What follows belongs to an exercise in optimizing a design on an open flow for small area and a short achievable clock period; a production flow would make more cautious choices. Only simulation tests tie the RTL to the original design; equivalence was not proved. Power is estimated from default activity; no workload was simulated.

// ess_rx_codec
module ess_rx_codec (
    input  wire        clk,
    input  wire        rst,           
    input  wire        rx_valid,
    input  wire [31:0] rx_word,
    output reg         rx_rsp_valid,
    output reg  [31:0] rx_rsp,
    input  wire        cmd_valid,
    input  wire [31:0] cmd_word,
    output reg         cmd_rsp_valid,
    output wire [31:0] cmd_rsp
);
Size: ~11000 cells after synthesis.
==> flow/config.mk <==
export PLATFORM = sky130hd
export DESIGN_NAME = ess_rx_codec
export DESIGN_NICKNAME = ess_rx_codec
export VERILOG_FILES = /design/flow/design.v
export SDC_FILE = /design/flow/constraint.sdc
export NUM_CORES = 4
export LEC_CHECK = 0
export CAP_MARGIN = 20
export CORE_MARGIN = 2
export CORE_UTILIZATION = 52
export SLEW_MARGIN = 20
export TNS_END_PERCENT = 10
==> flow/constraint.sdc <==
create_clock -name core_clock -period 10.0 [get_ports {clk}]
set_input_delay 2.0000 -clock core_clock [delete_from_list [all_inputs] [get_ports {clk}]]
set_output_delay 2.0000 -clock core_clock [all_outputs]
set_load 0.01 [all_outputs]
standard.sh (not shown) runs the stock make flow with config.mk's settings and CLKGATE_MAP_FILE= SYNTH_SCRIPT=/design/flow/synth_recipe.tcl, a recipe that flattens the netlist after the stock synthesis.
==> flow/flow/run.sh <==
#!/bin/bash
# Standard ORFS layout, with repair_timing aiming past the clock period's
# slack, buf_6 port buffers, and a CTS without dummy loads, with small sink
# clusters driven by clkbuf_8.
set -euo pipefail
bash standard.sh \
  SETUP_SLACK_MARGIN=7.0 \
  "BUFFER_PORTS_ARGS=-buffer_cell sky130_fd_sc_hd__buf_6" \
  "CTS_ARGS=-sink_clustering_enable -repair_clock_nets -dont_use_dummy_load -sink_clustering_size 16 -sink_clustering_max_diameter 45 -buf_list {sky130_fd_sc_hd__clkbuf_8 sky130_fd_sc_hd__clkbuf_16} -root_buf sky130_fd_sc_hd__clkbuf_16 -sink_clustering_buffer sky130_fd_sc_hd__clkbuf_8" \
  finish > standard_make.log 2>&1
Change:
--- a/flow/flow/run.sh
+++ b/flow/flow/run.sh
@@ -5,5 +5,5 @@
 set -euo pipefail
 bash standard.sh \
-  SETUP_SLACK_MARGIN=7.0 \
+  SETUP_SLACK_MARGIN=6.5 \
   "BUFFER_PORTS_ARGS=-buffer_cell sky130_fd_sc_hd__buf_6" \
   "CTS_ARGS=-sink_clustering_enable -repair_clock_nets -dont_use_dummy_load -sink_clustering_size 16 -sink_clustering_max_diameter 45 -buf_list {sky130_fd_sc_hd__clkbuf_8 sky130_fd_sc_hd__clkbuf_16} -root_buf sky130_fd_sc_hd__clkbuf_16 -sink_clustering_buffer sky130_fd_sc_hd__clkbuf_8" \
Settings changed: CORE_UTILIZATION 52 to 45.
Final area is lower by 0.43%.
Clock power hardly moves.
Utilization is lower by 7.8 points.
Wire length is lower by 0.78%.

* * *

Another version of the RTL of ess_rx_codec (not shown whole).
For scale: about 12000 cells after synthesis, about 6500 flip-flops, roughly 130 I/O pins, about 0.17 sq mm of cells after synthesis.
// ess_rx_codec
module ess_rx_codec (
    input  wire        clk,
    input  wire        rst,           
    input  wire        rx_valid,
    input  wire [31:0] rx_word,
    output reg         rx_rsp_valid,
    output reg  [31:0] rx_rsp,
    input  wire        cmd_valid,
    input  wire [31:0] cmd_word,
    output reg         cmd_rsp_valid,
    output wire [31:0] cmd_rsp
);
Settings: LEC_CHECK=0, CAP_MARGIN=20, CORE_MARGIN=2, CORE_UTILIZATION=52, SLEW_MARGIN=20, TNS_END_PERCENT=10; clock period 10.0 ns.
==> flow/flow/run.sh <==
#!/bin/bash
# Standard ORFS layout, with repair_timing aiming past the clock period's
# slack, buf_6 port buffers, and a CTS without dummy loads and with larger
# sink clusters.
set -euo pipefail
bash standard.sh \
  SETUP_SLACK_MARGIN=6.5 \
  "BUFFER_PORTS_ARGS=-buffer_cell sky130_fd_sc_hd__buf_6" \
  "CTS_ARGS=-sink_clustering_enable -repair_clock_nets -dont_use_dummy_load -sink_clustering_size 20 -sink_clustering_max_diameter 60" \
  finish > standard_make.log 2>&1
Then changed:
==> flow/flow/run.sh (replaced) <==
#!/bin/bash
# Standard ORFS layout, with repair_timing aiming past the clock period's
# slack, buf_6 port buffers, and a CTS without dummy loads, with small sink
# clusters driven by clkbuf_8.
set -euo pipefail
bash standard.sh \
  SETUP_SLACK_MARGIN=6.5 \
  "BUFFER_PORTS_ARGS=-buffer_cell sky130_fd_sc_hd__buf_6" \
  "CTS_ARGS=-sink_clustering_enable -repair_clock_nets -dont_use_dummy_load -sink_clustering_size 16 -sink_clustering_max_diameter 45 -buf_list {sky130_fd_sc_hd__clkbuf_8 sky130_fd_sc_hd__clkbuf_16} -root_buf sky130_fd_sc_hd__clkbuf_16 -sink_clustering_buffer sky130_fd_sc_hd__clkbuf_8" \
  finish > standard_make.log 2>&1
The changed run completed with no timing, DRC or antenna violations. Wire length climbs slightly. Die area stays the same. Setup slack loses 0.016 ns. Combinational power hardly moves. Sequential cell count stays the same. Clock-buffer cell count climbs by 164. Utilization drops by 0.52 points. Total power drops by a few percent. Final cell count climbs slightly. Synthesized cell count stays the same. Global-route usage barely changes.

* * *

Setup of the previous run:
RTL: one of the versions met above, not the one the previous note started from.
Size: roughly 11,000 cells after synthesis, ~6,500 flip-flops, ~130 I/O pins, ~170,000 sq um of cells after synthesis.
Design ess_rx_codec, start of the top module:
module ess_rx_codec (
    input  wire        clk,
    input  wire        rst,           
    input  wire        rx_valid,
    input  wire [31:0] rx_word,
    output reg         rx_rsp_valid,
    output reg  [31:0] rx_rsp,
    input  wire        cmd_valid,
    input  wire [31:0] cmd_word,
    output reg         cmd_rsp_valid,
    output wire [31:0] cmd_rsp
);
export LEC_CHECK = 0
export CAP_MARGIN = 20
export CORE_MARGIN = 2
export CORE_UTILIZATION = 52
export SLEW_MARGIN = 20
export TNS_END_PERCENT = 5
create_clock -name core_clock -period 10.0 [get_ports {clk}]
==> flow/flow/run.sh <==
#!/bin/bash
# Standard ORFS layout, with repair_timing aiming past the clock period's
# slack, buf_6 port buffers, and a CTS without dummy loads, with small sink
# clusters driven by clkbuf_8.
set -euo pipefail
bash standard.sh \
  SETUP_SLACK_MARGIN=6.5 \
  "BUFFER_PORTS_ARGS=-buffer_cell sky130_fd_sc_hd__buf_6" \
  "CTS_ARGS=-sink_clustering_enable -repair_clock_nets -dont_use_dummy_load -sink_clustering_size 16 -sink_clustering_max_diameter 45 -buf_list {sky130_fd_sc_hd__clkbuf_8 sky130_fd_sc_hd__clkbuf_16} -root_buf sky130_fd_sc_hd__clkbuf_16 -sink_clustering_buffer sky130_fd_sc_hd__clkbuf_8" \
  finish > standard_make.log 2>&1
The previous run: all stages complete, timing, DRC and antenna checks passed
#### Input delta (the current run over the previous run)
Settings: CORE_UTILIZATION: 52 -> 45; TNS_END_PERCENT: 5 -> 10.
==> flow/flow/run.sh <==
#!/bin/bash
# Standard ORFS layout, with repair_timing aiming past the clock period's
# slack, buf_6 port buffers, and a CTS without dummy loads and with larger
# sink clusters.
set -euo pipefail
bash standard.sh \
  SETUP_SLACK_MARGIN=6.5 \
  "BUFFER_PORTS_ARGS=-buffer_cell sky130_fd_sc_hd__buf_6" \
  "CTS_ARGS=-sink_clustering_enable -repair_clock_nets -dont_use_dummy_load -sink_clustering_size 20 -sink_clustering_max_diameter 60" \
  finish > standard_make.log 2>&1
Results
Going from the previous run to the current run, clock slew seen by the registers of the worst setup and hold paths fell by 30 ps, global-route track usage on met3 decreased by 0.80 points relative to the old numbers, die extent in y climbed about 7%.
The previous run → the current run: via count fell by 0.64%; fraction of standard cell area in multi-input logic fell by 0.18 points; routed wire length fell by 0.45%; area of all placed cells without fillers rose by 1.2%.
Comparing the previous run and the current run, horizontal extent of the die is higher on the current run.

* * *

Setup of alpha:
ess_rx_codec again, from the RTL that the note above started with.
Settings: LEC_CHECK=0, CAP_MARGIN=20, CORE_MARGIN=2, CORE_UTILIZATION=52, SLEW_MARGIN=20, TNS_END_PERCENT=10; clock period 10.0 ns.
==> flow/flow/run.sh <==
#!/bin/bash
# Standard ORFS layout, with repair_timing aiming past the clock period's
# slack, buf_6 port buffers, and a CTS without dummy loads, with small sink
# clusters driven by clkbuf_8.
set -euo pipefail
bash standard.sh \
  SETUP_SLACK_MARGIN=6.8 \
  "BUFFER_PORTS_ARGS=-buffer_cell sky130_fd_sc_hd__buf_6" \
  "CTS_ARGS=-sink_clustering_enable -repair_clock_nets -dont_use_dummy_load -sink_clustering_size 16 -sink_clustering_max_diameter 45 -buf_list {sky130_fd_sc_hd__clkbuf_8 sky130_fd_sc_hd__clkbuf_16} -root_buf sky130_fd_sc_hd__clkbuf_16 -sink_clustering_buffer sky130_fd_sc_hd__clkbuf_8" \
  finish > standard_make.log 2>&1
Edits applied to the flow inputs when going from alpha to beta:
==> flow/flow/run.sh <==
#!/bin/bash
# Standard ORFS layout, with repair_timing aiming past the clock period's
# slack, buf_6 port buffers, and a CTS without dummy loads and with larger
# sink clusters.
set -euo pipefail
bash standard.sh \
  SETUP_SLACK_MARGIN=6.5 \
  "BUFFER_PORTS_ARGS=-buffer_cell sky130_fd_sc_hd__buf_6" \
  "CTS_ARGS=-sink_clustering_enable -repair_clock_nets -dont_use_dummy_load -sink_clustering_size 20 -sink_clustering_max_diameter 60" \
  finish > standard_make.log 2>&1
diff --git a/flow/config.mk b/flow/config.mk
--- a/flow/config.mk
+++ b/flow/config.mk
@@ -9,3 +9,3 @@
 export CORE_MARGIN = 2
-export CORE_UTILIZATION = 52
+export CORE_UTILIZATION = 58
 export SLEW_MARGIN = 20
==> notes.md <==
Against alpha, ratio of total power to cell area in beta rose by a few percent. Post-layout worst setup margin delta for beta relative to alpha: 240 ps lower. beta ended up with cmd_word[27] as its beginning of the critical path; alpha ended up with cmd_word[10]. Compared beta against alpha; part of the power in combinational logic within noise. Re relative area change from synthesis to final layout: alpha was higher than beta.
The following lists how gamma was set up differently from beta:
==> flow/flow/run.sh <==
#!/bin/bash
# Standard ORFS layout, with repair_timing aiming past the clock period's
# slack, buf_6 port buffers, and a CTS without dummy loads, with small sink
# clusters driven by clkbuf_8.
set -euo pipefail
bash standard.sh \
  SETUP_SLACK_MARGIN=6.5 \
  "BUFFER_PORTS_ARGS=-buffer_cell sky130_fd_sc_hd__buf_6" \
  "CTS_ARGS=-sink_clustering_enable -repair_clock_nets -dont_use_dummy_load -sink_clustering_size 16 -sink_clustering_max_diameter 45 -buf_list {sky130_fd_sc_hd__clkbuf_8 sky130_fd_sc_hd__clkbuf_16} -root_buf sky130_fd_sc_hd__clkbuf_16 -sink_clustering_buffer sky130_fd_sc_hd__clkbuf_8" \
  finish > standard_make.log 2>&1
diff --git a/flow/config.mk b/flow/config.mk
--- a/flow/config.mk
+++ b/flow/config.mk
@@ -9,3 +9,3 @@
 export CORE_MARGIN = 2
-export CORE_UTILIZATION = 58
+export CORE_UTILIZATION = 52
 export SLEW_MARGIN = 20
Findings:
For well-tap cell count, dividing the value from beta by the value from gamma gives 0.897. Relative to beta, the final cell area reported for gamma is lower. Going from beta to gamma, the minimum clock period after layout was found to have gone down by 180 ps.
What delta does differently from gamma at the input level:
diff --git a/flow/flow/run.sh b/flow/flow/run.sh
--- a/flow/flow/run.sh
+++ b/flow/flow/run.sh
@@ -6,3 +6,3 @@
 bash standard.sh \
-  SETUP_SLACK_MARGIN=6.5 \
+  SETUP_SLACK_MARGIN=6.8 \
   "BUFFER_PORTS_ARGS=-buffer_cell sky130_fd_sc_hd__buf_6" \
diff --git a/flow/config.mk b/flow/config.mk
--- a/flow/config.mk
+++ b/flow/config.mk
@@ -11,2 +11,2 @@
 export SLEW_MARGIN = 20
-export TNS_END_PERCENT = 10
+export TNS_END_PERCENT = 20
==> notes.md <==
Re design internal power: gamma and delta aren't equal, and the lower value belongs to gamma. Compared with gamma, delta instantiates a larger number of standard cells. delta ended with more slew at the pin closest to its max-slew limit than gamma. gamma and delta ended up with roughly the same number of placed instances, taps included. Synthesized cell count came out exactly the same in gamma and delta. Critical path launch point: rsp_q[0]$_SDFF_PP0_ -> delta, cmd_word[14] -> gamma. Min clock skew across gamma and delta: delta. delta finished end to end and its layout was clean on timing, DRC and antenna. Initial antenna violation count | delta above gamma. The met1 track demand over resource of delta exceeds that of gamma by 1.9 points. Design area went up by a few percent going from gamma to delta. On worst setup slack, gamma loses to delta.

==> port drivers added, routing unchanged <==
How much do the figures lean on ideal ports? The routed layouts below were timed once more, with nothing changed but the port constraints.
Step 1: set_driving_cell puts a clkbuf_16 on clk and a buf_2 on each other input, an assumption about the parent block.
Step 2 adds t to the input delays and takes it off the output delays; t is the mean of the earliest and latest rising clock arrival at the registers after step 1. Input paths then give back, and output paths get back, about the clock's delay inside the block.
Slacks: ideal ports / drivers / drivers and shift; pairs: ideal ports / drivers.
run	shift t [ns]	setup WS [ns]	worst setup path at the end	clock arrival spread, ns	pins driven straight from the clock port
the first run of note 1	1.070	6.169 / 6.082 / 5.053	input to register	0.086 / 0.086	1
the second run of note 1	1.071	6.070 / 5.912 / 4.841	input to register	0.112 / 0.111	1
the first run of note 2	1.035	5.977 / 5.877 / 5.002	input to register	0.115 / 0.115	1
the second run of note 2	1.077	5.961 / 5.860 / 4.903	input to register	0.120 / 0.121	1
the previous run	1.066	6.055 / 6.033 / 4.967	input to register	0.114 / 0.114	1
the current run	1.043	6.041 / 5.889 / 4.846	input to register	0.146 / 0.146	1
alpha	1.077	6.151 / 6.069 / 5.008	input to register	0.102 / 0.101	1
beta	1.004	5.912 / 5.928 / 4.925	input to register	0.097 / 0.097	1
gamma	1.078	6.094 / 6.069 / 5.004	input to register	0.100 / 0.100	1
delta	1.069	6.218 / 6.118 / 5.101	input to register	0.082 / 0.082	1
After both steps every run listed still meets setup and hold. The setup slack of the second run of note 1, which loses most, moves by -0.158 ns with the drivers and by -1.229 ns with both steps.
